This is an optimization exercise on Yosys and OpenROAD, whose aim is small area, not a production implementation.
Function was checked by simulation only, so behaviour that the tests miss may differ from the original.
Power and IR drop assume default switching activity.

### flow/abc_area.script
strash
&get -n
&deepsyn -T 40
&dch -f
&nf -R 1000
&put
### flow/run.sh
#!/bin/bash
# Own layout flow: the standard layout (standard.sh) with these changes:
#  2. the port buffers are the smallest buffer (buf_1);
#  3. clock tree: small leaf buffers and no dummy loads (CTS_ARGS).
# Each tool's output goes to a log file in this folder.
set -euo pipefail
here=$(pwd)
rm -rf "$here/scripts_area"
cp -r "$FLOW_HOME/scripts" "$here/scripts_area"
cp "$here/flow/abc_area.script" "$here/scripts_area/abc_speed.script"
SCRIPTS_DIR="$here/scripts_area" bash standard.sh synth > "$here/synth_run.log" 2>&1
export BUFFER_PORTS_ARGS="-buffer_cell sky130_fd_sc_hd__buf_1"
export CTS_ARGS="-sink_clustering_enable -repair_clock_nets -dont_use_dummy_load -root_buf sky130_fd_sc_hd__clkbuf_8 -buf_list sky130_fd_sc_hd__clkbuf_4 -sink_clustering_size 40 -sink_clustering_max_diameter 150 -sink_buffer_max_cap_derate 1.0"
bash standard.sh > "$here/layout_run.log" 2>&1
### standard.sh
#!/bin/bash
# synth_recipe.tcl (not shown) runs the flow's synth.tcl, then flattens the netlist and writes it again
# the make line also repeats each setting of config.mk as NAME=value (left out here)
make -C /OpenROAD-flow-scripts/flow DESIGN_CONFIG=/design/flow/config.mk WORK_HOME=/design/flow/orfs CLKGATE_MAP_FILE= SYNTH_SCRIPT=/design/flow/synth_recipe.tcl "${@:-finish}"
### design.v
module upxl_cpm (
  input  wire [31:0] color,
  input  wire [7:0]  order,
  input  wire        nelem4,
  input  wire [1:0]  pos,
  input  wire [2:0]  bit_idx,
  output wire        bit_out
);
  wire m0 = (order[1:0] == pos);
  wire m1 = (order[3:2] == pos);
  wire m2 = (order[5:4] == pos);
  wire m3 = (order[7:6] == pos) && nelem4;
  wire [1:0] src = m3 ? 2'd3 : m2 ? 2'd0 : m1 ? 2'd1 : 2'd2;
  wire       hit = m0 | m1 | m2 | m3;
  assign bit_out = hit & color[{src, bit_idx}];
endmodule
module upxl_crc32 (
  input  wire [31:0] crc_in,
  input  wire        din,
  input  wire        step,
  input  wire        load,
  input  wire        lbit,
  output wire [31:0] crc_out
);
  localparam [31:0] POLY = 32'hEDB88320;
  wire fb = step & crc_in[0];
  assign crc_out[30:0] = crc_in[31:1] ^ (POLY[30:0] & {31{fb}});
  assign crc_out[31]   = load ? lbit : (crc_in[0] ^ (step & din));
endmodule
module upxl_encoder (
  input  wire        clk,
  input  wire        rst,
  input  wire        cmd_valid,
  output wire        cmd_ready,
  input  wire [1:0]  cmd_kind,
  input  wire [7:0]  cmd_chan,
  input  wire [7:0]  cmd_order,
  input  wire        cmd_nelem4,
  input  wire [7:0]  cmd_bright,
  input  wire [31:0] cmd_freq,
  input  wire [15:0] cmd_npix,
  input  wire        pix_valid,
  output wire        pix_ready,
  input  wire [31:0] pix_color,
  output wire        out_valid,
  input  wire        out_ready,
  output wire [31:0] out_data,
  output wire [2:0]  out_nbytes,
  output wire        out_last,
  output wire        done,
  output wire [2:0]  done_flags,
  output wire [11:0] done_len
);
  localparam [2:0] S_IDLE = 3'd0, S_PRE = 3'd1, S_FLUSH = 3'd2, S_DONE = 3'd3,
                   S_HDR = 3'd4, S_PIX = 3'd5, S_CRC = 3'd6, S_TAIL = 3'd7;
  localparam [31:0] W0  = 32'h4C585055;
  localparam [31:0] C0  = 32'h43DC2B24;
  reg [4:0]  ph;        
  reg [4:0]  lag;       
  reg [2:0]  state;
  reg [1:0]  wc;        
  reg [1:0]  p;         
  reg [9:0]  n;         
  reg [1:0]  kind;
  reg        nelem4;
  reg        ovf;
  reg [7:0]  order;
  reg [7:0]  bright_r;  
  reg [15:0] fhi_r;     
  reg        cry;       
  reg [31:0] osr;       
  reg [31:0] crc;
  wire [2:0] b        = ph[2:0];
  wire [3:0] bi       = {wc[1:0], ph[4:3]};    
  wire       synced   = (lag == 5'd0);
  wire       byte_end = (b == 3'd7);
  assign cmd_ready = (state == S_PRE) && (ph == 5'd31);
  wire acc  = cmd_valid && cmd_ready;
  wire take = (state == S_IDLE) && (ph == 5'd31) && cmd_valid;
  wire [15:0] q = cmd_npix;
  wire q_hi  = |q[15:10];
  wire gt512 = q_hi || (q[9] && |q[8:0]);
  wire gt510 = q_hi || q[9] || &q[8:0];
  wire gt682 = q_hi || (q[9] && (q[8] || (q[7] && (q[6] || (q[5] && (q[4] ||
               (q[3] && (q[2] || (q[1] && q[0])))))))));
  wire c_ovf = (cmd_kind == 2'd0) ? (cmd_nelem4 ? gt512 : gt682) :
               (cmd_kind == 2'd1) && gt510;
  wire rej   = (kind == 2'd3) || ovf || (kind == 2'd1 && !nelem4);
  wire n_hi0   = (n[9:1] == 9'd0);
  wire n_zero  = n_hi0 && !n[0];
  wire n_one   = n_hi0 && n[0];
  wire [7:0] n1 = {6'd0, n[9:8]};
  wire ord_bit = order[b];
  reg pbit_pre;
  always @(*) begin
    case (ph[4:3])
      2'd0: pbit_pre = cmd_chan[b];
      2'd1: pbit_pre = (b == 3'd0) ? !kind[1] : (b == 3'd1) ? kind[0] :
                       (b == 3'd2) ? kind[1] : 1'b0;
      2'd2: pbit_pre = (kind == 2'd0) ?
                       ((b == 3'd2) ? nelem4 : (b[2:1] == 2'd0) && !nelem4) :
                       cmd_freq[b];
      default: pbit_pre = (kind == 2'd0) ? ord_bit : cmd_freq[{2'b01, b}];
    endcase
  end
  reg hbit;
  always @(*) begin
    case (bi)
      4'd8:  hbit = (kind == 2'd0) ? n[b]  : fhi_r[0];
      4'd9:  hbit = (kind == 2'd0) ? n1[b] : fhi_r[0];
      4'd10: hbit = ord_bit;
      4'd12: hbit = n[b];
      4'd13: hbit = n1[b];
      default: hbit = 1'b0;
    endcase
  end
  wire pbit;
  upxl_cpm u_cpm (
    .color   (pix_color),
    .order   (order),
    .nelem4  (nelem4),
    .pos     (p),
    .bit_idx (b),
    .bit_out (pbit)
  );
  wire pix_bit = (kind[0] && p == 2'd3) ? bright_r[0] : pbit;
  reg sbit;
  always @(*) begin
    case (state)
      S_PRE:   sbit = W0[ph];
      S_HDR:   sbit = wc[1] ? hbit : (crc[0] ^ C0[ph]);
      S_PIX:   sbit = pix_bit;
      S_CRC:   sbit = !crc[0];
      default: sbit = 1'b0;
    endcase
  end
  wire pending = state[2];
  wire at_word = synced && (ph == 5'd0) && pending;
  wire pix_ok  = (state != S_PIX) || pix_valid;
  assign out_valid  = at_word && pix_ok;
  assign out_data   = osr;
  assign out_last   = (state == S_TAIL);
  assign out_nbytes = (state == S_TAIL && p != 2'd0) ? {1'b0, p} : 3'd4;
  wire adv = synced && pix_ok && (state != S_FLUSH) && !(at_word && !out_ready);
  wire last_pbyte = (p == {1'b1, nelem4});
  assign pix_ready = (state == S_PIX) && adv && byte_end && last_pbyte;
  assign done       = (state == S_DONE) && (ph == 5'd16);
  assign done_flags = {kind == 2'd3, kind == 2'd1 && !nelem4, ovf};
  assign done_len   = {fhi_r[9:0], p};
  wire crc_load = (state == S_PRE);
  wire crc_step = (adv && ((state == S_HDR && wc[1]) || state == S_PIX)) ||
                  (state == S_FLUSH && (!synced || p == 2'd0));
  wire [31:0] crc_next;
  upxl_crc32 u_crc (
    .crc_in  (crc),
    .din     (sbit),
    .step    (crc_step),
    .load    (crc_load),
    .lbit    (C0[ph] ^ pbit_pre),
    .crc_out (crc_next)
  );
  wire hdr_last = (bi == (kind[0] ? 4'd13 : 4'd9));
  wire in_frame = state == S_PRE || state == S_HDR || state == S_PIX || state == S_CRC;
  wire word_done = adv && byte_end && ph[4:3] == 2'd3 && in_frame;    
  wire cnt_init = (wc == 2'd2) && ph[4] && (synced || state != S_HDR);
  always @(posedge clk) begin
    ph       <= ph + 5'd1;
    osr      <= {adv ? sbit : osr[0], osr[31:1]};
    crc      <= crc_next;
    bright_r <= take ? cmd_bright      : {bright_r[0], bright_r[7:1]};
    fhi_r    <= take ? cmd_freq[31:16] :
                {cnt_init ? (ph[3:0] == 4'd1) : (fhi_r[0] ^ cry), fhi_r[15:1]};
    cry      <= (word_done && wc[1]) || (!ph[4] && cry && fhi_r[0]);
    lag      <= adv ? 5'd0 : lag + 5'd1;
    if (take) begin
      kind   <= cmd_kind;
      nelem4 <= cmd_nelem4;
      order  <= cmd_order;
      n      <= cmd_npix[9:0];
      ovf    <= c_ovf;
    end
    if (word_done && wc != 2'd3)
      wc <= wc + 2'd1;
    case (state)
      S_IDLE:
        if (take) begin
          wc    <= 2'd0;
          p     <= 2'd0;
          state <= S_PRE;
        end
      S_PRE:
        if (acc)
          state <= rej ? S_DONE : S_HDR;
      S_HDR:
        if (adv && byte_end && hdr_last)
          state <= (kind[1] || n_zero) ? S_FLUSH : S_PIX;
      S_PIX:
        if (adv && byte_end) begin
          p <= p + 2'd1;
          if (last_pbyte) begin
            p <= 2'd0;
            n <= n - 10'd1;
            if (n_one)
              state <= S_FLUSH;
          end
        end
      S_FLUSH:
        if (synced) begin
          p <= 2'd1;
          if (p == 2'd1) begin
            p     <= 2'd0;
            state <= S_CRC;
          end
        end
      S_CRC:
        if (adv && byte_end) begin
          p <= p + 2'd1;
          if (p == 2'd3) begin
            p     <= ph[4:3] + 2'd1;    
            state <= S_TAIL;
          end
        end
      S_TAIL:
        if (adv && at_word)
          state <= S_DONE;
      default:  
        if (ph == 5'd16)
          state <= S_IDLE;
    endcase
    if (rst) begin
      ph    <= 5'd0;
      lag   <= 5'd0;
      state <= S_IDLE;
    end
  end
endmodule
### config.mk
export PLATFORM = sky130hd
export DESIGN_NAME = upxl_encoder
export DESIGN_NICKNAME = upxl_encoder
export VERILOG_FILES = /design/flow/design.v
export SDC_FILE = /design/flow/constraint.sdc
export NUM_CORES = 4
export LEC_CHECK = 0
export CAP_MARGIN = 20
export CORE_MARGIN = 2
export CORE_UTILIZATION = 40
export PLACE_DENSITY = 0.6
export SLEW_MARGIN = 20
### constraint.sdc
create_clock -name core_clock -period 5.0 [get_ports {clk}]
set_input_delay 1.0000 -clock core_clock [delete_from_list [all_inputs] [get_ports {clk}]]
set_output_delay 1.0000 -clock core_clock [all_outputs]
set_load 0.01 [all_outputs]
==> summary.md, run 1 <==
| Metric | Value |
|---|---|
| Fraction of synthesis flops using an asynchronous set or reset pin | `0%` |
| Congestion Overflow GR | `0` |
| Mean instance size in the synthesized netlist | `9.281 sq um` |
| Syn nets | `692` |
| Tmin final | `4158 ps` |
| Layout net count | `868` |
| Start point of the critical path | `ph[1]` |
| Unrepaired setup endpoints after global routing | `false` |
| Main synth FF type | `sky130_fd_sc_hd__dfxtp_1` |
| Max-slew headroom | `47.38%` |
| Non-filler instance count after layout | `906` |
| Slew Limit Fails | `0` |
| Clock skew after layout | `43.04 ps` |
| Worst path setup slack after routing | `842.1 ps` |
| Fin. Hold Viols | `0` |
| DRC viols | `0` |
| Kind of end point of the critical path | `output pin` |
| Post-synth EDFFs | `14` |
| Count of final setup violators | `0` |
| Portion of the clock cycle consumed by the worst path in the final layout | `83.16%` |
| CP max FO | `10` |
| Count of different cell masters after synthesis | `47` |
| Setup Buffers After CTS | `0` |
| Placed cells | `889` |
| I/O Buffers | `166` |
| Category of the most critical setup path | `reg2out` |
| Filler cell count in the final layout | `1278` |
| Type of the most critical hold path | `reg2reg` |
| Clock tree from TritonCTS | `yes` |
| First-pass iteration count of the detailed router | `5` |
| Initial detailed-routing violation count | `240` |
| Initial antenna violation count | `0` |
| Cell-by-cell trace of the critical path | `clkinv_1 -> ha_1 -> nand4_1 -> nor2_1 -> nor3_1 -> nand3_1 -> or2_0 -> clkinv_1 -> buf_1` |
| Count of yosys warnings during synthesis | `1` |
| Achievable frequency | `240.5 MHz` |
| Top-level port count | `167` |
| Slew of the pin with the lowest slew margin | `783.3 ps` |
| Clock latency on the worst-skew pair | `400 ps` |
| Detailed-route wire length | `13810 um` |
| Slowest CP cell | `sky130_fd_sc_hd__nor3_1` |
| CTS root buffer | `sky130_fd_sc_hd__clkbuf_8` |
| Layout cells sized above 1 | `2.589%` |
| Crit Reg-Reg Startpoint | `ph[1]` |
| Startpoint of the worst hold path | `crc[3]` |
| Post-DP HPWL | `10510 um` |
| Standard-cell rows | `41` |
| Via count of the first global-routing pass | `4701` |
| Number of maximum-capacitance constraint violations | `0` |
| Number of nets with antenna violations after routing | `0` |
| Post-CTS Resized | `0` |
| Maximum ir drop on the vdd rail | `0.2290 mV` |
| Area enclosed by the die boundary | `13920 sq um` |
| Data required time of the worst path | `4000 ps` |
| Initial Utilization | `41.02%` |
| Area delta synth->final | `17.40%` |
| Portion of the post-synthesis area used by sequential elements | `52.00%` |
| Count of inserted antenna diode cells | `0` |
| Synthesized instance count | `560` |
| H-tree lvl count | `4` |
| Run status | `no timing/DRC/antenna violations` |
| Core box area | `12670 sq um` |
| Total of hold buffers inserted after clock tree synthesis | `0` |
| Clock slew at the register clock pins of the worst setup and hold paths | `100 ps` |
| Cell area after synthesis | `5197 sq um` |
| CP arrival | `3160 ps` |
| Final routed wire length divided by cell count | `15.24 um` |
| Critical path startpoint category | `register` |
| Total global-route track usage | `19.79%` |
| Leakage dissipation | `2.311 nW` |
| Vias per inst | `5.200` |
| TritonCTS Buffers | `17` |
| Worst stage delay on the critical path | `600 ps` |
| Power Density | `385.1 nW/um^2` |
| Critical path's most frequent cell | `sky130_fd_sc_hd__clkinv_1` |
| Weighted congestion at the end of routability-driven global placement | `0.9789` |
| Total negative setup slack | `0 ps` |
| Final hold slack | `315.7 ps` |
| Width of the chip | `118.0 um` |
| Vias post-DR | `4711` |
| FF+latch count, synth | `128` |
| Wire length of the first global-routing pass | `22340 um` |
| Number of cells on the worst reg-to-reg path | `13` |
| Height of the die | `118.0 um` |
| Final core area utilization | `48.16%` |
| Clk sinks | `128` |
| Maximum number of pins on one net before global-route repair | `34` |
| Worst hold path stage count | `0` |
| Post-placement worst setup slack | `1281 ps` |
| Number of buffers between clock root and the deepest sink | `2` |
==> report_power, final <==
group          switching [mW]  total [mW]  internal (mW)
clock network           0.301       0.468          0.167
logic                   0.310       0.510          0.200
registers               0.132        1.37           1.24
total                   0.743        2.35           1.61
==> logic make-up (layout without fill, tap and decap cells) <==
| logic type | count (synthesis) | count (layout) | share of synthesized area [%] |
|---|---|---|---|
| xor gates and xnor gates | 28 | 28 | 4.718 |
| AOI/OAI and AO/OA | 123 | 123 | 15.43 |
| DFF | 128 | 128 | 52.00 |
| and+or+nand+nor | 223 | 223 | 18.63 |
| adders and majority gates | 20 | 20 | 4.815 |
| buffers and inverters | 31 | 205 | 3.033 |
| muxes | 7 | 7 | 1.372 |
==> state kept, by name (all words and copies together), names as in the netlist <==
register and flops:
bright_r 8, crc 32, cry 1, fhi_r 16
kind 2, lag 5, n 10, nelem4 1
order 8, osr 32, ovf 1, p 2
ph 5, state 3, wc 2
==> per-stage QoR <==
step | power, mW | cell area [sq um]
2_1_floorplan | 1.679 | 5197
3_3_place_gp | 1.893 | 5968
3_5_place_dp | 1.901 | 5968
4_1_cts | 2.373 | 6102
5_1_grt | 2.490 | 6102
6_report | 2.350 | 6102
==> Yosys cell counts (all sizes together), types with 5 or more instances <==
library cell / n / area [sq um]
dfxtp: 114 / 2282
xnor2: 16 / 140.1
nor2b: 10 / 62.56
a31oi: 6 / 37.54
o22ai: 19 / 118.9
edfxtp: 14 / 420.4
nor4: 5 / 31.28
nand3: 13 / 65.06
nor2: 46 / 172.7
xor2: 12 / 105.1
ha: 20 / 250.2
nor3: 17 / 85.08
buf: 11 / 82.58
a21oi: 26 / 130.1
a222oi: 6 / 60.06
o211ai: 11 / 82.58
a211oi: 6 / 45.04
nand2: 113 / 424.2
clkinv: 20 / 75.07
mux2i: 6 / 60.06
o21ai: 25 / 125.1
==> worst max-delay path, delay by kind of cell, from the launching register on <==
kind,cells,cell delay [ps]
adders and majority gates,1,330
buffers and inverters,3,580
DFF,1,520
and+or+nand+nor,5,1370
==> per-layer routing <==
metal,routed length [um],up-vias,track usage [%]
li1,-,2324,-
met1,5970,2156,23.97
met2,6422,213,33.03
met3,1172,18,6.347
met4,245,0,6.928
met5,0,-,0
==> cells in the final DEF (no fill, tap or decap), types with 2 or more instances in the layout <==
cell                       instances
sky130_fd_sc_hd__o21ai_0          25
sky130_fd_sc_hd__xnor2_1          16
sky130_fd_sc_hd__o221ai_1          3
sky130_fd_sc_hd__and3_1            4
sky130_fd_sc_hd__nand3_1          13
sky130_fd_sc_hd__a221oi_1          2
sky130_fd_sc_hd__nand2_1         113
sky130_fd_sc_hd__buf_4             2
sky130_fd_sc_hd__mux2i_1           6
sky130_fd_sc_hd__nand4_1           4
sky130_fd_sc_hd__a21oi_1          26
sky130_fd_sc_hd__nor2_1           46
sky130_fd_sc_hd__buf_1           166
sky130_fd_sc_hd__ha_1             20
sky130_fd_sc_hd__a211oi_1          6
sky130_fd_sc_hd__clkinv_1         20
sky130_fd_sc_hd__nand3b_1          2
sky130_fd_sc_hd__a31oi_1           6
sky130_fd_sc_hd__nor2b_1          10
sky130_fd_sc_hd__a222oi_1          6
sky130_fd_sc_hd__o211ai_1         11
sky130_fd_sc_hd__a22oi_1           2
sky130_fd_sc_hd__clkbuf_4         16
sky130_fd_sc_hd__dfxtp_1         114
sky130_fd_sc_hd__xor2_1           12
sky130_fd_sc_hd__o31ai_1           2
sky130_fd_sc_hd__nor3_1           17
sky130_fd_sc_hd__and2_0            4
sky130_fd_sc_hd__nor4_1            5
sky130_fd_sc_hd__o21a_1            2
sky130_fd_sc_hd__edfxtp_1         14
sky130_fd_sc_hd__o22ai_1          19
sky130_fd_sc_hd__a41o_1            2
sky130_fd_sc_hd__a21boi_0          2
==> final cells by class <==
| cell class | instances | area, sq um | share of cell area (%) |
|---|---|---|---|
| Multi-Input combinational cell | 401 | 2337 | 38.30 |
| Timing Repair Buffer | 168 | 638.1 | 10.46 |
| Sequential cell | 128 | 2703 | 44.29 |
| Tap cell | 172 | 215.2 | 3.527 |
| Inverter | 20 | 75.07 | 1.230 |
| Clock buffer | 17 | 133.9 | 2.194 |
==> worst paths after layout <==
check	endpoint	slack (ps)
setup / recovery	pix_ready	840
hold / removal	crc[2]	320
setup reg to reg	n[9]	1300
hold reg to reg	crc[2]	320
==> inputs of run 2 (changes only) <==
--- a/flow/run.sh
+++ b/flow/run.sh
@@ -12,3 +12,3 @@
 export BUFFER_PORTS_ARGS="-buffer_cell sky130_fd_sc_hd__buf_1"
-export CTS_ARGS="-sink_clustering_enable -repair_clock_nets -dont_use_dummy_load -root_buf sky130_fd_sc_hd__clkbuf_8 -buf_list sky130_fd_sc_hd__clkbuf_4 -sink_clustering_size 40 -sink_clustering_max_diameter 150 -sink_buffer_max_cap_derate 1.0"
+export CTS_ARGS="-sink_clustering_enable -repair_clock_nets -dont_use_dummy_load -root_buf sky130_fd_sc_hd__clkbuf_8 -buf_list sky130_fd_sc_hd__clkbuf_8 -sink_clustering_size 40 -sink_clustering_max_diameter 150 -sink_buffer_max_cap_derate 0.3"
 bash standard.sh > "$here/layout_run.log" 2>&1
==> run 2 against run 1 <==
Effect of this change:
- critical endpoint unchanged
- clock-buffer cell count is the same
- critical path type unchanged
- non-clock buffer count is the same
- clock power grew 33%
- global-route usage grew 0.20 points
- core utilization grew 0.79 points
- sequential power is essentially flat
- via count is essentially flat
- design area grew 1.6%
- flip-flop and latch count is the same
- largest power group unchanged
- still clean
- worst setup slack lost 15 ps
- clock skew shrank 16 ps
- total power grew 6.6%
==> summary.md, run 2 <==
| Metric | Value |
|---|---|
| Run status | `no timing/DRC/antenna violations` |
| CTS root buffer | `sky130_fd_sc_hd__clkbuf_8` |
| Slew Limit Fails | `0 (unchanged)` |
| Relative contribution of combinational cells to total power | `20.3% (-1.4 points)` |
| Slowest CP cell | `sky130_fd_sc_hd__nor3_1` |
| First-pass iteration count of the detailed router | `5 (unchanged)` |
| Standard-cell rows | `41 (unchanged)` |
| Startpoint of the worst hold path | `crc[3]` |
| Clock skew after layout | `26.87 ps (-16.17 ps)` |
| Top Registers | `crc: 32 flops, osr: 32 flops, fhi_r: 16 flops` |
| Net switching component of the power | `764.6 uW (+3.0%)` |
| Area enclosed by the die boundary | `13920 sq um (unchanged)` |
| DRC viols | `0 (unchanged)` |
| Main synth FF type | `sky130_fd_sc_hd__dfxtp_1` |
| Commonest non-fill, non-tap cell in the layout | `sky130_fd_sc_hd__buf_1` |
| TritonCTS Buffers | `17 (unchanged)` |
| Layout cells sized above 1 | `2.589% (unchanged)` |
| Overall power | `2.506 mW (+6.6%)` |
| Number of cells on the worst reg-to-reg path | `13 (unchanged)` |
| Synth area leaders | `sky130_fd_sc_hd__dfxtp_1, sky130_fd_sc_hd__nand2_1, sky130_fd_sc_hd__edfxtp_1, sky130_fd_sc_hd__ha_1, sky130_fd_sc_hd__nor2_1` |
| Top-area cell type share of the netlist area | `43.91% (unchanged)` |
| Count of final setup violators | `0 (unchanged)` |
| Capture instance of the worst register-to-register path | `n[9]` |
| Data required time of the worst path | `4000 ps (about the same)` |
| Clock slew at the register clock pins of the worst setup and hold paths | `70 ps (-30 ps)` |
| Via count of the first global-routing pass | `4720 (+0.40%)` |
| FF+latch count, synth | `128 (unchanged)` |
| Layout net count | `868 (unchanged)` |
| Total negative setup slack | `0 ps (unchanged)` |
| Commonest cells after routing, fill and taps aside | `sky130_fd_sc_hd__buf_1, sky130_fd_sc_hd__dfxtp_1, sky130_fd_sc_hd__nand2_1` |
| Clock latency on the worst-skew pair | `420 ps (+20 ps)` |
| Category of the most critical setup path | `reg2out` |
| Congestion Overflow GR | `0 (unchanged)` |
| Count of inserted antenna diode cells | `0 (unchanged)` |
| Filler cell count in the final layout | `1269 (-0.70%)` |
| Height of the die | `118.0 um (unchanged)` |
| Cell area after synthesis | `5197 sq um (unchanged)` |
| Area delta synth->final | `19.33%` |
| Sequential group share of total power | `54.9% (-3.5 points)` |
| Setup slack on the worst flop-to-flop path | `1330 ps (+30 ps)` |
| I/O Buffers | `166 (unchanged)` |
| Total of hold buffers inserted after clock tree synthesis | `0 (unchanged)` |
| Worst hold path stage count | `0 (unchanged)` |
| Detailed-route wire length | `13870 um (+0.40%)` |
| Fin. Hold Viols | `0 (unchanged)` |
| Top-level port count | `167 (unchanged)` |
| Fraction of power consumed by the clock network | `24.8% (+4.9 points)` |
| Kind of end point of the critical path | `output pin` |
| Cell-by-cell trace of the critical path | `clkinv_1 -> ha_1 -> nand4_1 -> nor2_1 -> nor3_1 -> nand3_1 -> or2_0 -> clkinv_1 -> buf_1` |
| Post-synth EDFFs | `14 (unchanged)` |
| Width of the chip | `118.0 um (unchanged)` |
| Maximum number of pins on one net before global-route repair | `34 (unchanged)` |
| Achievable frequency | `239.6 MHz (-0.37%)` |
| Final routed wire length divided by cell count | `15.30 um (+0.40%)` |
| Clk sinks | `128 (unchanged)` |
| Total global-route track usage | `19.99% (+0.20 points)` |
| Slew of the pin with the lowest slew margin | `759.6 ps (-23.69 ps)` |
| Power Density | `404.1 nW/um^2 (+4.9%)` |
| Mean instance size in the synthesized netlist | `9.281 sq um (unchanged)` |
| Fraction of synthesis flops using an asynchronous set or reset pin | `0% (unchanged)` |
| Weighted congestion at the end of routability-driven global placement | `0.9789 (unchanged)` |
| Clock tree from TritonCTS | `yes` |
| Vias post-DR | `4715 (+0.085%)` |
| Core box area | `12670 sq um (unchanged)` |
| Most instantiated cells after synthesis | `sky130_fd_sc_hd__dfxtp_1, sky130_fd_sc_hd__nand2_1, sky130_fd_sc_hd__nor2_1` |
| Max-slew headroom | `48.97% (+1.6 points)` |
| Synth area leader | `sky130_fd_sc_hd__dfxtp_1` |
| Hold Path Sink | `crc[2]` |
| Worst stage delay on the critical path | `580 ps (-20 ps)` |
| Maximum ir drop on the vdd rail | `0.2786 mV (+22%)` |
| Top-count cell post-synth | `sky130_fd_sc_hd__dfxtp_1` |
| Critical path's most frequent cell | `sky130_fd_sc_hd__clkinv_1` |
| Number of maximum-capacitance constraint violations | `0 (unchanged)` |
| Initial antenna violation count | `0 (unchanged)` |
| Multi-input combinational cell area | `2337 sq um (unchanged)` |
| Portion of the post-synthesis area used by sequential elements | `52.00% (unchanged)` |
| Combined flip-flop and latch cell area | `2703 sq um (unchanged)` |
| Count of yosys warnings during synthesis | `1 (unchanged)` |
| Setup Buffers After CTS | `0 (unchanged)` |
| H-tree lvl count | `4 (unchanged)` |
| Wire length of the first global-routing pass | `22490 um (+0.71%)` |
| Vias per inst | `5.204 (about the same)` |
| CP max FO | `10 (unchanged)` |
| CP arrival | `3170 ps (about the same)` |
| Initial Utilization | `41.02% (unchanged)` |
| Initial detailed-routing violation count | `254 (+5.8%)` |
| Leakage dissipation | `2.353 nW (+1.8%)` |
| Synthesized instance count | `560 (unchanged)` |
| Portion of the clock cycle consumed by the worst path in the final layout | `83.47% (+0.31 points)` |
| Post-DP HPWL | `10510 um (unchanged)` |
| Number of buffers between clock root and the deepest sink | `2 (unchanged)` |
| Tmin final | `4173 ps (+15.32 ps)` |
| Critical path startpoint category | `register` |
| Post-CTS Resized | `0 (unchanged)` |
| Internal power component | `1.742 mW (+8.3%)` |
| Switching Fraction | `30.51% (-1.1 points)` |
| Syn nets | `692 (unchanged)` |
| Unrepaired setup endpoints after global routing | `false` |
| Type of the most critical hold path | `reg2reg` |
| Crit Reg-Reg Startpoint | `ph[1]` |
| Count of different cell masters after synthesis | `47 (unchanged)` |
| Number of nets with antenna violations after routing | `0 (unchanged)` |
==> run 2: cell count changes in the layout (fill, tap and decap cells not counted) <==
cell | previous run | this run
sky130_fd_sc_hd__clkbuf_8 | 1 | 17
sky130_fd_sc_hd__clkbuf_4 | 16 | 0
==> run 2: logic make-up after synthesis <==
logic type               after synthesis  synth area share [%]
XOR/XNOR                              28                 4.718
flip-flops                           128                 52.00
AND/OR/NAND/NOR                      223                 18.63
AO/OA/AOI/OAI                        123                 15.43
adder cells (fa/ha/maj)               20                 4.815
buffers and inverters                 31                 3.033
multiplexers                           7                 1.372
==> run 2: final cells by class <==
| type | instances | share of cell area, % |
|---|---|---|
| Tap cell | 172 | 3.470 |
| Timing Repair Buffer | 168 | 10.29 |
| Clock buffer | 17 | 3.772 |
| Multi-Input combinational cell | 401 | 37.68 |
| Sequential cell | 128 | 43.57 |
| Inverter | 20 | 1.210 |
==> run 2: through the flow <==
stage	cells	setup WS [ps]	instance area, sq um	hold slack, ps	util [%]
2_1_floorplan	560	1614	5197	309.6	-
3_3_place_gp	889	1414	5968	311.9	47.10
3_5_place_dp	889	1281	5968	312.1	47.10
4_1_cts	906	847.8	6202	320.0	48.95
5_1_grt	906	576.8	6202	321.6	48.95
6_report	906	826.7	6202	318.3	48.95
==> run 2: layer usage <==
layer / up-vias / global-route usage [%] / wire, um / share of wire, %
met1: 2152 / 24.28 / 6156 / 44
met5: - / 0 / 0 / 0
li1: 2326 / - / - / -
met3: 22 / 6.056 / 1092 / 7.9
met4: 0 / 8.509 / 304 / 2.2
met2: 215 / 32.81 / 6311 / 46
==> run 2: how the worst max path moves through the flow <==
stage | startpoint | to | cells after the start | slack [ps]
after floorplan | cmd_valid | n[6] | 7 | 1610
after global placement | ph[1] | pix_ready | 9 | 1410
after detailed placement | ph[1] | pix_ready | 9 | 1280
after CTS | ph[1] | pix_ready | 9 | 850
after global routing | ph[1] | pix_ready | 9 | 580
final | ph[1] | pix_ready | 9 | 830
==> run 2: power groups by stage <==
stage	clock (mW)	combinational, mW	sequential (mW)
floorplan	0	0.269	1.41
global route	0.691	0.560	1.40
global placement	0	0.505	1.39
detailed placement	0	0.506	1.39
finish	0.622	0.509	1.37
CTS	0.643	0.511	1.38
==> run 2: worst max-delay path: cells and delay by family, from the launching register on <==
family	cells	cell delay [ps]
adders and majority gates	1	340
buffers and inverters	3	590
DFF	1	510
and+or+nand+nor	5	1350
==> inputs of run 3 (changes only) <==
--- a/flow/run.sh
+++ b/flow/run.sh
@@ -12,3 +12,3 @@
 export BUFFER_PORTS_ARGS="-buffer_cell sky130_fd_sc_hd__buf_1"
-export CTS_ARGS="-sink_clustering_enable -repair_clock_nets -dont_use_dummy_load -root_buf sky130_fd_sc_hd__clkbuf_8 -buf_list sky130_fd_sc_hd__clkbuf_8 -sink_clustering_size 40 -sink_clustering_max_diameter 150 -sink_buffer_max_cap_derate 0.3"
+export CTS_ARGS="-sink_clustering_enable -repair_clock_nets -dont_use_dummy_load -root_buf sky130_fd_sc_hd__clkbuf_8 -buf_list sky130_fd_sc_hd__clkbuf_4 -sink_clustering_size 40 -sink_clustering_max_diameter 150"
 bash standard.sh > "$here/layout_run.log" 2>&1
==> run 3 against run 2 <==
Effect of this change:
- non-clock buffer count unchanged
- worst hold slack got worse by 2.6 ps
- first-iteration DRC count fell by 5.5%
- synthesized cell count did not move
- largest power group unchanged
==> summary.md, run 3 <==
| Metric | Value |
|---|---|
| Maximum number of pins on one net before global-route repair | `34 (unchanged)` |
| Initial detailed-routing violation count | `240 (-5.5%)` |
| Top-count cell post-synth | `sky130_fd_sc_hd__dfxtp_1` |
| Count of inserted antenna diode cells | `0 (unchanged)` |
| Startpoint of the worst hold path | `crc[3]` |
| Fraction of synthesis flops using an asynchronous set or reset pin | `0% (unchanged)` |
| Vias per inst | `5.200 (about the same)` |
| Slew Limit Fails | `0 (unchanged)` |
| Run status | `no timing/DRC/antenna violations` |
| Clock tree from TritonCTS | `yes` |
| DRC viols | `0 (unchanged)` |
| Portion of the clock cycle consumed by the worst path in the final layout | `83.16% (-0.31 points)` |
| Wire length of the first global-routing pass | `22340 um (-0.71%)` |
| Width of the chip | `118.0 um (unchanged)` |
| Total global-route track usage | `19.79% (-0.20 points)` |
| Count of final setup violators | `0 (unchanged)` |
| Post-synth EDFFs | `14 (unchanged)` |
| Standard-cell rows | `41 (unchanged)` |
| Leakage dissipation | `2.311 nW (-1.8%)` |
| Vias post-DR | `4711 (-0.085%)` |
| Height of the die | `118.0 um (unchanged)` |
| Max-slew headroom | `47.38% (-1.6 points)` |
| Non-filler instance count after layout | `906 (unchanged)` |
| Core box area | `12670 sq um (unchanged)` |
| Kind of end point of the critical path | `output pin` |
| Setup Buffers After CTS | `0 (unchanged)` |
| Synth area leader | `sky130_fd_sc_hd__dfxtp_1` |
| Post-CTS Resized | `0 (unchanged)` |
| Commonest non-fill, non-tap cell in the layout | `sky130_fd_sc_hd__buf_1` |
| Post-placement worst setup slack | `1281 ps (unchanged)` |
| Clock skew after layout | `43.04 ps (+16.17 ps)` |
| Number of cells on the worst reg-to-reg path | `13 (unchanged)` |
| Final core area utilization | `48.16% (-0.79 points)` |
| Via count of the first global-routing pass | `4701 (-0.40%)` |
| Clk sinks | `128 (unchanged)` |
| Number of nets with antenna violations after routing | `0 (unchanged)` |
| Congestion Overflow GR | `0 (unchanged)` |
| Final routed wire length divided by cell count | `15.24 um (-0.40%)` |
| CP arrival | `3160 ps (about the same)` |
| Weighted congestion at the end of routability-driven global placement | `0.9789 (unchanged)` |
| Main synth FF type | `sky130_fd_sc_hd__dfxtp_1` |
| Count of different cell masters after synthesis | `47 (unchanged)` |
| Area delta synth->final | `17.40%` |
| Number of maximum-capacitance constraint violations | `0 (unchanged)` |
| CP delay by family, top | `simple AND/OR/NAND/NOR gates` |
| Slew of the pin with the lowest slew margin | `783.3 ps (+23.69 ps)` |
| H-tree lvl count | `4 (unchanged)` |
| Clock latency on the worst-skew pair | `400 ps (-20 ps)` |
| Data required time of the worst path | `4000 ps (about the same)` |
| Overall power | `2.350 mW (-6.2%)` |
| Worst path setup slack after routing | `842.1 ps (+15.31 ps)` |
| Top-area cell type share of the netlist area | `43.91% (unchanged)` |
| CP max FO | `10 (unchanged)` |
| Most instantiated cells after synthesis | `sky130_fd_sc_hd__dfxtp_1, sky130_fd_sc_hd__nand2_1, sky130_fd_sc_hd__nor2_1` |
| Fin. Hold Viols | `0 (unchanged)` |
| Initial Utilization | `41.02% (unchanged)` |
| Area enclosed by the die boundary | `13920 sq um (unchanged)` |
| Layout cells sized above 1 | `2.589% (unchanged)` |
| Cell-by-cell trace of the critical path | `clkinv_1 -> ha_1 -> nand4_1 -> nor2_1 -> nor3_1 -> nand3_1 -> or2_0 -> clkinv_1 -> buf_1` |
| Layout net count | `868 (unchanged)` |
| Slowest CP cell | `sky130_fd_sc_hd__nor3_1` |
| Top-level port count | `167 (unchanged)` |
| Achievable frequency | `240.5 MHz (+0.37%)` |
| Number of buffers between clock root and the deepest sink | `2 (unchanged)` |
| Mean instance size in the synthesized netlist | `9.281 sq um (unchanged)` |
| Synthesized instance count | `560 (unchanged)` |
| Type of the most critical hold path | `reg2reg` |
| TritonCTS Buffers | `17 (unchanged)` |
| Clock slew at the register clock pins of the worst setup and hold paths | `100 ps (+30 ps)` |
| Setup slack on the worst flop-to-flop path | `1300 ps (-30 ps)` |
| Crit Reg-Reg Startpoint | `ph[1]` |
| First-pass iteration count of the detailed router | `5 (unchanged)` |
| Worst stage delay on the critical path | `600 ps (+20 ps)` |
| Power Density | `385.1 nW/um^2 (-4.7%)` |
| Capture instance of the worst register-to-register path | `n[9]` |
| Unrepaired setup endpoints after global routing | `false` |
| Start point of the critical path | `ph[1]` |
| Critical path startpoint category | `register` |
| Total negative setup slack | `0 ps (unchanged)` |
| I/O Buffers | `166 (unchanged)` |
| Syn nets | `692 (unchanged)` |
| CTS root buffer | `sky130_fd_sc_hd__clkbuf_8` |
| Tmin final | `4158 ps (-15.32 ps)` |
| Hold Path Sink | `crc[2]` |
| Detailed-route wire length | `13810 um (-0.40%)` |
| FF+latch count, synth | `128 (unchanged)` |
| Synth area leaders | `sky130_fd_sc_hd__dfxtp_1, sky130_fd_sc_hd__nand2_1, sky130_fd_sc_hd__edfxtp_1, sky130_fd_sc_hd__ha_1, sky130_fd_sc_hd__nor2_1` |
| Post-DP HPWL | `10510 um (unchanged)` |
| Worst hold path stage count | `0 (unchanged)` |
| Total of hold buffers inserted after clock tree synthesis | `0 (unchanged)` |
| Cell area after synthesis | `5197 sq um (unchanged)` |
| Initial antenna violation count | `0 (unchanged)` |
| CP bufs+invs | `3 (unchanged)` |
| Maximum ir drop on the vdd rail | `0.2290 mV (-18%)` |
| Count of yosys warnings during synthesis | `1 (unchanged)` |
| Category of the most critical setup path | `reg2out` |
| Top Registers | `crc: 32 flops, osr: 32 flops, fhi_r: 16 flops` |
| Critical path's most frequent cell | `sky130_fd_sc_hd__clkinv_1` |
| Placed cells | `889 (unchanged)` |
| Commonest cells after routing, fill and taps aside | `sky130_fd_sc_hd__buf_1, sky130_fd_sc_hd__dfxtp_1, sky130_fd_sc_hd__nand2_1` |
| Portion of the post-synthesis area used by sequential elements | `52.00% (unchanged)` |
## run 3: metrics by stage
step / hold slack (ps) / area [sq um]
after global placement: 311.9 / 5968
after global routing: 318.9 / 6102
after floorplan: 309.6 / 5197
final: 315.7 / 6102
after detailed placement: 312.1 / 5968
after CTS: 318.5 / 6102
## run 3: worst max-delay path by stage
stage	cells after the start	to	slack (ps)
final	9	pix_ready	840
after global routing	9	pix_ready	600
after CTS	9	pix_ready	880
after detailed placement	9	pix_ready	1280
after global placement	9	pix_ready	1410
after floorplan	7	n[6]	1610
## run 3: power breakdown
group,total (mW),switching (mW),internal [mW],leakage [nW]
Clock,0.468,0.301,0.167,0.0808
Combinational,0.510,0.310,0.200,1.17
Sequential,1.37,0.132,1.24,1.06
## run 3: per-layer routing
layer | track usage [%] | vias to the layer above | share of wire [%]
li1 | - | 2324 | -
met1 | 23.97 | 2156 | 43
met2 | 33.03 | 213 | 47
met3 | 6.347 | 18 | 8.5
met4 | 6.928 | 0 | 1.8
met5 | 0 | - | 0
## run 3: cell type report
cell class                      count  area, sq um
Fill cell                        1278         6569
Sequential cell                   128         2703
Multi-Input combinational cell    401         2337
Timing Repair Buffer              168        638.1
Tap cell                          172        215.2
Clock buffer                       17        133.9
Inverter                           20        75.07
## run 3: cells by family after synthesis
logic type | Yosys count | share of synthesized area [%]
adder cells (fa/ha/maj) | 20 | 4.815
multiplexers | 7 | 1.372
XOR/XNOR | 28 | 4.718
AND/OR/NAND/NOR | 223 | 18.63
AO/OA/AOI/OAI | 123 | 15.43
buffers and inverters | 31 | 3.033
flip-flops | 128 | 52.00
==> inputs of run 4 (changes only) <==
--- a/design.v
+++ b/design.v
@@ -53,4 +53,4 @@
 );
-  localparam [2:0] S_IDLE = 3'd0, S_PRE = 3'd1, S_FLUSH = 3'd2, S_DONE = 3'd3,
-                   S_HDR = 3'd4, S_PIX = 3'd5, S_CRC = 3'd6, S_TAIL = 3'd7;
+  localparam [2:0] S_IDLE = 3'd1, S_PRE = 3'd0, S_FLUSH = 3'd3, S_DONE = 3'd2,
+                   S_HDR = 3'd5, S_PIX = 3'd4, S_CRC = 3'd7, S_TAIL = 3'd6;
   localparam [31:0] W0  = 32'h4C585055;
--- a/config.mk
+++ b/config.mk
@@ -10,3 +10,3 @@
 export CORE_UTILIZATION = 40
-export PLACE_DENSITY = 0.6
+export PLACE_DENSITY = 0.8
 export SLEW_MARGIN = 20
==> run 4 against run 3 <==
Effect of this change:
- non-clock buffer count unchanged
- global-route usage decreased by 0.88 points
- critical path depth is 1 higher
- critical path type unchanged
- critical endpoint unchanged
==> summary.md, run 4 <==
| Metric | Value |
|---|---|
| Run status | `no timing/DRC/antenna violations` |
| Detailed-route wire length | `13320 um (-3.6%)` |
| Maximum ir drop on the vdd rail | `0.2334 mV (+1.9%)` |
| Number of cells on the worst reg-to-reg path | `11 (-2)` |
| Count of final setup violators | `0 (unchanged)` |
| Setup Buffers After CTS | `0 (unchanged)` |
| Standard-cell rows | `41 (unchanged)` |
| Top Registers | `crc: 32 flops, osr: 32 flops, fhi_r: 16 flops` |
| Slew Limit Fails | `0 (unchanged)` |
| Area enclosed by the die boundary | `13840 sq um (-0.61%)` |
| Commonest cells after routing, fill and taps aside | `sky130_fd_sc_hd__buf_1, sky130_fd_sc_hd__nor2_1, sky130_fd_sc_hd__dfxtp_1` |
| Cell area after synthesis | `5165 sq um (-0.63%)` |
| Post-DP HPWL | `9956 um (-5.3%)` |
| Main synth FF type | `sky130_fd_sc_hd__dfxtp_1` |
| Synthesized instance count | `551 (-1.6%)` |
| Commonest non-fill, non-tap cell in the layout | `sky130_fd_sc_hd__buf_1` |
| Switching Fraction | `22.77% (-8.8 points)` |
| Slew of the pin with the lowest slew margin | `786.6 ps (+3.341 ps)` |
| Vias post-DR | `4669 (-0.89%)` |
| Top-area cell type share of the netlist area | `44.19% (+0.28 points)` |
| Mean instance size in the synthesized netlist | `9.374 sq um (+1.0%)` |
| Top-count cell post-synth | `sky130_fd_sc_hd__nor2_1` |
| Clock tree from TritonCTS | `yes` |
| Hold Path Sink | `osr[27]` |
| Total negative setup slack | `0 ps (unchanged)` |
| Portion of the post-synthesis area used by sequential elements | `52.33% (+0.33 points)` |
| Maximum number of pins on one net before global-route repair | `33 (-2.9%)` |
| Layout cells sized above 1 | `2.621% (+0.032 points)` |
| Weighted congestion at the end of routability-driven global placement | `0.9506 (-2.9%)` |
| Number of buffers between clock root and the deepest sink | `2 (unchanged)` |
| Top-level port count | `167 (unchanged)` |
| I/O Buffers | `166 (unchanged)` |
| Clock latency on the worst-skew pair | `400 ps (about the same)` |
| Non-filler instance count after layout | `897 (-0.99%)` |
| Filler cell count in the final layout | `1230 (-3.8%)` |
| Fraction of power consumed by the clock network | `28.2% (+8.3 points)` |
| Initial Utilization | `40.93% (-0.091 points)` |
| H-tree lvl count | `4 (unchanged)` |
| Area delta synth->final | `17.51% (about the same)` |
| Portion of the clock cycle consumed by the worst path in the final layout | `85.16% (+2.0 points)` |
| Post-CTS Resized | `0 (unchanged)` |
| DRC viols | `0 (unchanged)` |
| Internal power component | `1.262 mW (-22%)` |
| Syn nets | `683 (-1.3%)` |
| Final routed wire length divided by cell count | `14.85 um (-2.6%)` |
| Total of hold buffers inserted after clock tree synthesis | `0 (unchanged)` |
| FF+latch count, synth | `128 (unchanged)` |
| Max-slew headroom | `47.08% (-0.30 points)` |
| Congestion Overflow GR | `0 (unchanged)` |
| Clock slew at the register clock pins of the worst setup and hold paths | `130 ps (+30 ps)` |
| Synth area leaders | `sky130_fd_sc_hd__dfxtp_1, sky130_fd_sc_hd__nor2_1, sky130_fd_sc_hd__edfxtp_1, sky130_fd_sc_hd__ha_1, sky130_fd_sc_hd__xnor2_1` |
| Most instantiated cells after synthesis | `sky130_fd_sc_hd__nor2_1, sky130_fd_sc_hd__dfxtp_1, sky130_fd_sc_hd__nand2_1` |
| Relative contribution of combinational cells to total power | `7.6% (-14 points)` |
| Category of the most critical setup path | `reg2out` |
| Height of the die | `117.6 um (-0.31%)` |
| CP max FO | `5 (-5)` |
| Via count of the first global-routing pass | `4349 (-7.5%)` |
| CP arrival | `3260 ps (+100 ps)` |
| Placed cells | `880 (-1.0%)` |
| Overall power | `1.634 mW (-30%)` |
| Clock skew after layout | `50.35 ps (+7.314 ps)` |
| Setup slack on the worst flop-to-flop path | `1260 ps (-40 ps)` |
| First-pass iteration count of the detailed router | `5 (unchanged)` |
| Kind of end point of the critical path | `output pin` |
| Count of different cell masters after synthesis | `50 (+6.4%)` |
| Synth area leader | `sky130_fd_sc_hd__dfxtp_1` |
| Final core area utilization | `48.10% (-0.062 points)` |
| Type of the most critical hold path | `reg2reg` |
| Fraction of synthesis flops using an asynchronous set or reset pin | `0% (unchanged)` |
| Wire length of the first global-routing pass | `21200 um (-5.1%)` |
| Data required time of the worst path | `4000 ps (about the same)` |
| Vias per inst | `5.205 (+0.10%)` |
| Initial antenna violation count | `0 (unchanged)` |
| Initial detailed-routing violation count | `342 (+43%)` |
| Unrepaired setup endpoints after global routing | `false` |
| Tmin final | `4258 ps (+99.82 ps)` |
| Number of nets with antenna violations after routing | `0 (unchanged)` |
| Layout net count | `859 (-1.0%)` |
| Net switching component of the power | `371.9 uW (-50%)` |
| Sequential group share of total power | `64.2% (+5.8 points)` |
| Count of inserted antenna diode cells | `0 (unchanged)` |
| Achievable frequency | `234.9 MHz (-2.3%)` |
| Crit Reg-Reg Startpoint | `lag[0]` |
| Total global-route track usage | `18.91% (-0.88 points)` |
| Critical path startpoint category | `register` |
| Multi-input combinational cell area | `2308 sq um (-1.2%)` |
| Combined flip-flop and latch cell area | `2703 sq um (unchanged)` |
| Count of yosys warnings during synthesis | `1 (unchanged)` |
| Core box area | `12620 sq um (-0.40%)` |
| Fin. Hold Viols | `0 (unchanged)` |
| Width of the chip | `117.6 um (-0.31%)` |
| Startpoint of the worst hold path | `osr[28]` |
| Worst hold path stage count | `0 (unchanged)` |
| Clk sinks | `128 (unchanged)` |
| Post-synth EDFFs | `14 (unchanged)` |
| Capture instance of the worst register-to-register path | `n[7]` |
| Power Density | `269.1 nW/um^2 (-30%)` |
| Number of maximum-capacitance constraint violations | `0 (unchanged)` |
| Leakage dissipation | `2.197 nW (-4.9%)` |
| CTS root buffer | `sky130_fd_sc_hd__clkbuf_8` |
| TritonCTS Buffers | `17 (unchanged)` |
run 4: metal layers:
metal,track usage (%),vias to the layer above,part of all wire (%)
li1,-,2306,-
met1,24.00,2115,45
met2,30.74,226,45
met3,5.039,22,7.7
met4,7.229,0,2.5
met5,0,-,0
run 4: power by group through the flow:
| stage | Combinational, mW | Sequential (mW) | Clock [mW] |
|---|---|---|---|
| final | 0.124 | 1.05 | 0.461 |
| after global routing | 0.136 | 1.05 | 0.522 |
| after CTS | 0.122 | 1.05 | 0.474 |
| after detailed placement | 0.121 | 1.07 | 0 |
| after global placement | 0.121 | 1.07 | 0 |
| after floorplan | 0.0659 | 1.07 | 0 |
run 4: metrics by stage:
step | worst slack (ps) | cell area, sq um | hold WS, ps
global placement | 1301 | 5936 | 310.4
detailed placement | 1195 | 5936 | 312.1
finish | 742.2 | 6070 | 298.0
global route | 448.3 | 6070 | 306.7
floorplan | 1547 | 5165 | 309.6
CTS | 786.5 | 6070 | 296.8
run 4: cell type report:
| cell class | instances | share of cell area (%) |
|---|---|---|
| Clock buffer | 17 | 2.206 |
| Inverter | 19 | 1.175 |
| Multi-Input combinational cell | 393 | 38.03 |
| Sequential cell | 128 | 44.53 |
| Tap cell | 172 | 3.546 |
| Timing Repair Buffer | 168 | 10.51 |
run 4: logic make-up after synthesis:
logic type | Yosys count | share of synthesized area, %
AND/OR/NAND/NOR | 217 | 18.14
flip-flops | 128 | 52.33
AO/OA/AOI/OAI | 121 | 15.65
XOR/XNOR | 31 | 5.257
buffers and inverters | 30 | 2.980
adder cells (fa/ha/maj) | 20 | 4.845
multiplexers | 4 | 0.7994
run 4: worst max path at each step:
stage	from	to	slack, ps	cells past startpoint
3_5_place_dp	lag[0]	pix_ready	1190	10
6_report	lag[0]	pix_ready	740	10
5_1_grt	lag[0]	pix_ready	450	10
2_1_floorplan	ph[0]	p[0]	1550	7
3_3_place_gp	lag[0]	pix_ready	1300	10
4_1_cts	lag[0]	pix_ready	790	10
run 4: critical path, stage by stage, from the launching register on:
cell and delay, ps:
sky130_fd_sc_hd__dfxtp_1 350, sky130_fd_sc_hd__clkinv_1 70, sky130_fd_sc_hd__ha_1 130, sky130_fd_sc_hd__nor4b_1 610
sky130_fd_sc_hd__o21ai_0 230, sky130_fd_sc_hd__o21bai_1 250, sky130_fd_sc_hd__nor2_1 330, sky130_fd_sc_hd__nand2_1 180
sky130_fd_sc_hd__or3_1 460, sky130_fd_sc_hd__clkinv_1 110, sky130_fd_sc_hd__buf_1 190
==> inputs of run 5 (changes only) <==
--- a/config.mk
+++ b/config.mk
@@ -10,3 +10,3 @@
 export CORE_UTILIZATION = 40
-export PLACE_DENSITY = 0.8
+export PLACE_DENSITY = 0.7
 export SLEW_MARGIN = 20
==> run 5 against run 4 <==
Effect of this change:
- clock power barely moved
- worst hold slack improved by 8.7 ps
- clock-buffer cell count did not move
- total power rose by 0.31%
- worst setup slack got worse by 300 ps
- non-clock buffer count did not move
- wire length rose by 9.9%
- critical path depth did not move
- clock skew fell by 15 ps
- via count rose by 0.47%
- largest cell class unchanged
- largest power group unchanged
==> summary.md, run 5 <==
| Metric | Value |
|---|---|
| Setup Buffers After CTS | `0 (unchanged)` |
| Area enclosed by the die boundary | `13840 sq um (unchanged)` |
| Width of the chip | `117.6 um (unchanged)` |
| Type of the most critical hold path | `reg2reg` |
| H-tree lvl count | `4 (unchanged)` |
| Final core area utilization | `48.10% (unchanged)` |
| I/O Buffers | `166 (unchanged)` |
| Clk sinks | `128 (unchanged)` |
| Vias per inst | `5.230 (+0.47%)` |
| Tmin final | `4559 ps (+301.1 ps)` |
| Vias post-DR | `4691 (+0.47%)` |
| CP max FO | `5 (unchanged)` |
| Commonest cells after routing, fill and taps aside | `sky130_fd_sc_hd__buf_1, sky130_fd_sc_hd__nor2_1, sky130_fd_sc_hd__dfxtp_1` |
| Top-level port count | `167 (unchanged)` |
| Clock slew at the register clock pins of the worst setup and hold paths | `100 ps (-30 ps)` |
| Fraction of synthesis flops using an asynchronous set or reset pin | `0% (unchanged)` |
| Main synth FF type | `sky130_fd_sc_hd__dfxtp_1` |
| Achievable frequency | `219.4 MHz (-6.6%)` |
| TritonCTS Buffers | `17 (unchanged)` |
| Congestion Overflow GR | `0 (unchanged)` |
| Syn nets | `683 (unchanged)` |
| Synthesized instance count | `551 (unchanged)` |
| CTS root buffer | `sky130_fd_sc_hd__clkbuf_8` |
| Standard-cell rows | `41 (unchanged)` |
| Count of different cell masters after synthesis | `50 (unchanged)` |
| Total of hold buffers inserted after clock tree synthesis | `0 (unchanged)` |
| Commonest non-fill, non-tap cell in the layout | `sky130_fd_sc_hd__buf_1` |
| Weighted congestion at the end of routability-driven global placement | `0.9515 (about the same)` |
| Area delta synth->final | `17.51% (unchanged)` |
| Clock skew after layout | `35.73 ps (-14.63 ps)` |
| Initial antenna violation count | `0 (unchanged)` |
| Cell area after synthesis | `5165 sq um (unchanged)` |
| Mean instance size in the synthesized netlist | `9.374 sq um (unchanged)` |
| Category of the most critical setup path | `reg2out` |
| CP arrival | `3560 ps (+300 ps)` |
| Total negative setup slack | `0 ps (unchanged)` |
| Wire length of the first global-routing pass | `23120 um (+9.0%)` |
| Detailed-route wire length | `14640 um (+9.9%)` |
| DRC viols | `0 (unchanged)` |
| Data required time of the worst path | `4000 ps (about the same)` |
| Core box area | `12620 sq um (unchanged)` |
| Top Registers | `crc: 32 flops, osr: 32 flops, fhi_r: 16 flops` |
| Clock tree from TritonCTS | `yes` |
| Number of maximum-capacitance constraint violations | `0 (unchanged)` |
| Synth area leader | `sky130_fd_sc_hd__dfxtp_1` |
| Run status | `no timing/DRC/antenna violations` |
| Post-synth EDFFs | `14 (unchanged)` |
| Total global-route track usage | `21.24% (+2.3 points)` |
| Filler cell count in the final layout | `1307 (+6.3%)` |
| Critical path startpoint category | `register` |
| Initial detailed-routing violation count | `262 (-23%)` |
| Number of buffers between clock root and the deepest sink | `2 (unchanged)` |
| Unrepaired setup endpoints after global routing | `false` |
| Leakage dissipation | `2.197 nW (unchanged)` |
| Via count of the first global-routing pass | `4715 (+8.4%)` |
| Clock latency on the worst-skew pair | `400 ps (about the same)` |
| Final routed wire length divided by cell count | `16.32 um (+9.9%)` |
| Post-DP HPWL | `11070 um (+11%)` |
| Placed cells | `880 (unchanged)` |
| Top-area cell type share of the netlist area | `44.19% (unchanged)` |
| Non-filler instance count after layout | `897 (unchanged)` |
| Number of nets with antenna violations after routing | `0 (unchanged)` |
| Portion of the post-synthesis area used by sequential elements | `52.33% (unchanged)` |
| Synth area leaders | `sky130_fd_sc_hd__dfxtp_1, sky130_fd_sc_hd__nor2_1, sky130_fd_sc_hd__edfxtp_1, sky130_fd_sc_hd__ha_1, sky130_fd_sc_hd__xnor2_1` |
| Initial Utilization | `40.93% (unchanged)` |
| Most instantiated cells after synthesis | `sky130_fd_sc_hd__nor2_1, sky130_fd_sc_hd__dfxtp_1, sky130_fd_sc_hd__nand2_1` |
| Portion of the clock cycle consumed by the worst path in the final layout | `91.18% (+6.0 points)` |
| First-pass iteration count of the detailed router | `5 (unchanged)` |
| Layout cells sized above 1 | `2.621% (unchanged)` |
| FF+latch count, synth | `128 (unchanged)` |
| Layout net count | `859 (unchanged)` |
| Fin. Hold Viols | `0 (unchanged)` |
| Maximum ir drop on the vdd rail | `0.1853 mV (-21%)` |
| Max-slew headroom | `37.81% (-9.3 points)` |
| Top-count cell post-synth | `sky130_fd_sc_hd__nor2_1` |
| Kind of end point of the critical path | `output pin` |
| Height of the die | `117.6 um (unchanged)` |
| Power Density | `270.0 nW/um^2 (+0.31%)` |
| Slew Limit Fails | `0 (unchanged)` |
| Slew of the pin with the lowest slew margin | `919.9 ps (+133.3 ps)` |
| Maximum number of pins on one net before global-route repair | `47 (+42%)` |
| Post-CTS Resized | `0 (unchanged)` |
| Count of yosys warnings during synthesis | `1 (unchanged)` |
| Count of inserted antenna diode cells | `0 (unchanged)` |
| Count of final setup violators | `0 (unchanged)` |
==> run 5: cell counts in the layout (fill, tap and decap cells not counted) <==
Identical to the previous run, type by type.
==> run 5: layout make-up <==
class | instances | area, sq um | share of cell area [%]
clock buffers | 17 | 133.9 | 2.206
inverters | 19 | 71.32 | 1.175
multi-input cells | 393 | 2308 | 38.03
well taps | 172 | 215.2 | 3.546
repair buffers | 168 | 638.1 | 10.51
flip-flops and latches | 128 | 2703 | 44.53
==> run 5: where the power goes <==
| part | internal (mW) | switching (mW) |
|---|---|---|
| clock | 0.167 | 0.294 |
| combinational | 0.0538 | 0.0745 |
| sequential | 1.04 | 0.00809 |
==> run 5: through the flow <==
step / hold WS (ps) / power, mW / worst slack, ps / instance area [sq um]
6_report: 306.7 / 1.639 / 441.2 / 6070
5_1_grt: 303.4 / 1.720 / 230.3 / 6070
4_1_cts: 302.3 / 1.661 / 406.6 / 6070
3_3_place_gp: 313.1 / 1.197 / 1145 / 5936
3_5_place_dp: 313.2 / 1.200 / 853.2 / 5936
2_1_floorplan: 309.6 / 1.136 / 1547 / 5165
==> run 5: path summary, 6_finish.rpt <==
check        startpoint   endpoint  slack [ps]  depth (start not counted)
max              lag[0]  pix_ready         440                         10
min             crc[11]    crc[10]         310                          0
max reg2reg      lag[0]       n[7]        1020                         11
min reg2reg     crc[11]    crc[10]         310                          0
==> run 5: per-layer routing <==
layer,track usage (%),vias up,part of all wire (%)
met5,0,-,0
met4,8.358,0,1.5
met3,6.250,16,7.0
met2,35.47,206,48
met1,25.73,2157,43
li1,-,2312,-
==> run 5: kinds of logic after synthesis <==
| kind of cell | share of synthesized area, % |
|---|---|
| xor+xnor | 5.257 |
| flops | 52.33 |
| compound gates | 15.65 |
| fa+ha+maj | 4.845 |
| buf+inv | 2.980 |
| simple gates | 18.14 |
| mux | 0.7994 |
==> run 5: worst max-delay path, cell delays in order, from the launching register on <==
cell and delay [ps]:
sky130_fd_sc_hd__dfxtp_1 360, sky130_fd_sc_hd__clkinv_1 70, sky130_fd_sc_hd__ha_1 150, sky130_fd_sc_hd__nor4b_1 750, sky130_fd_sc_hd__o21ai_0 300, sky130_fd_sc_hd__o21bai_1 290
sky130_fd_sc_hd__nor2_1 330, sky130_fd_sc_hd__nand2_1 170, sky130_fd_sc_hd__or3_1 470, sky130_fd_sc_hd__clkinv_1 110, sky130_fd_sc_hd__buf_1 170

-- port drivers added, routing unchanged --
The flow's constraints put no driver on any port. The routed layouts listed below were extracted and timed again, unchanged, in two steps. Step 1: set_driving_cell puts a clkbuf_16 on clk and a buf_2 on each other input, an assumption about the parent block. Step 2 times the ports against the registers' clock, not the clock port: input delays grow and output delays shrink by t, the midpoint of the rising clock arrivals with the driver on. Slacks: ideal / step 1 / step 2; pairs: ideal / step 1.
run	shift t [ns]	setup slack, ns	hold slack, ns
run 1	0.411	0.842 / 0.810 / 1.221	0.316 / 0.316 / 0.316
run 2	0.435	0.827 / 0.796 / 1.232	0.318 / 0.318 / 0.318
run 3	0.411	0.842 / 0.810 / 1.221	0.316 / 0.316 / 0.316
run 4	0.410	0.742 / 0.707 / 1.117	0.298 / 0.298 / 0.298
run 5	0.416	0.441 / 0.403 / 0.819	0.307 / 0.307 / 0.307
After both steps setup and hold are still met in every run listed.
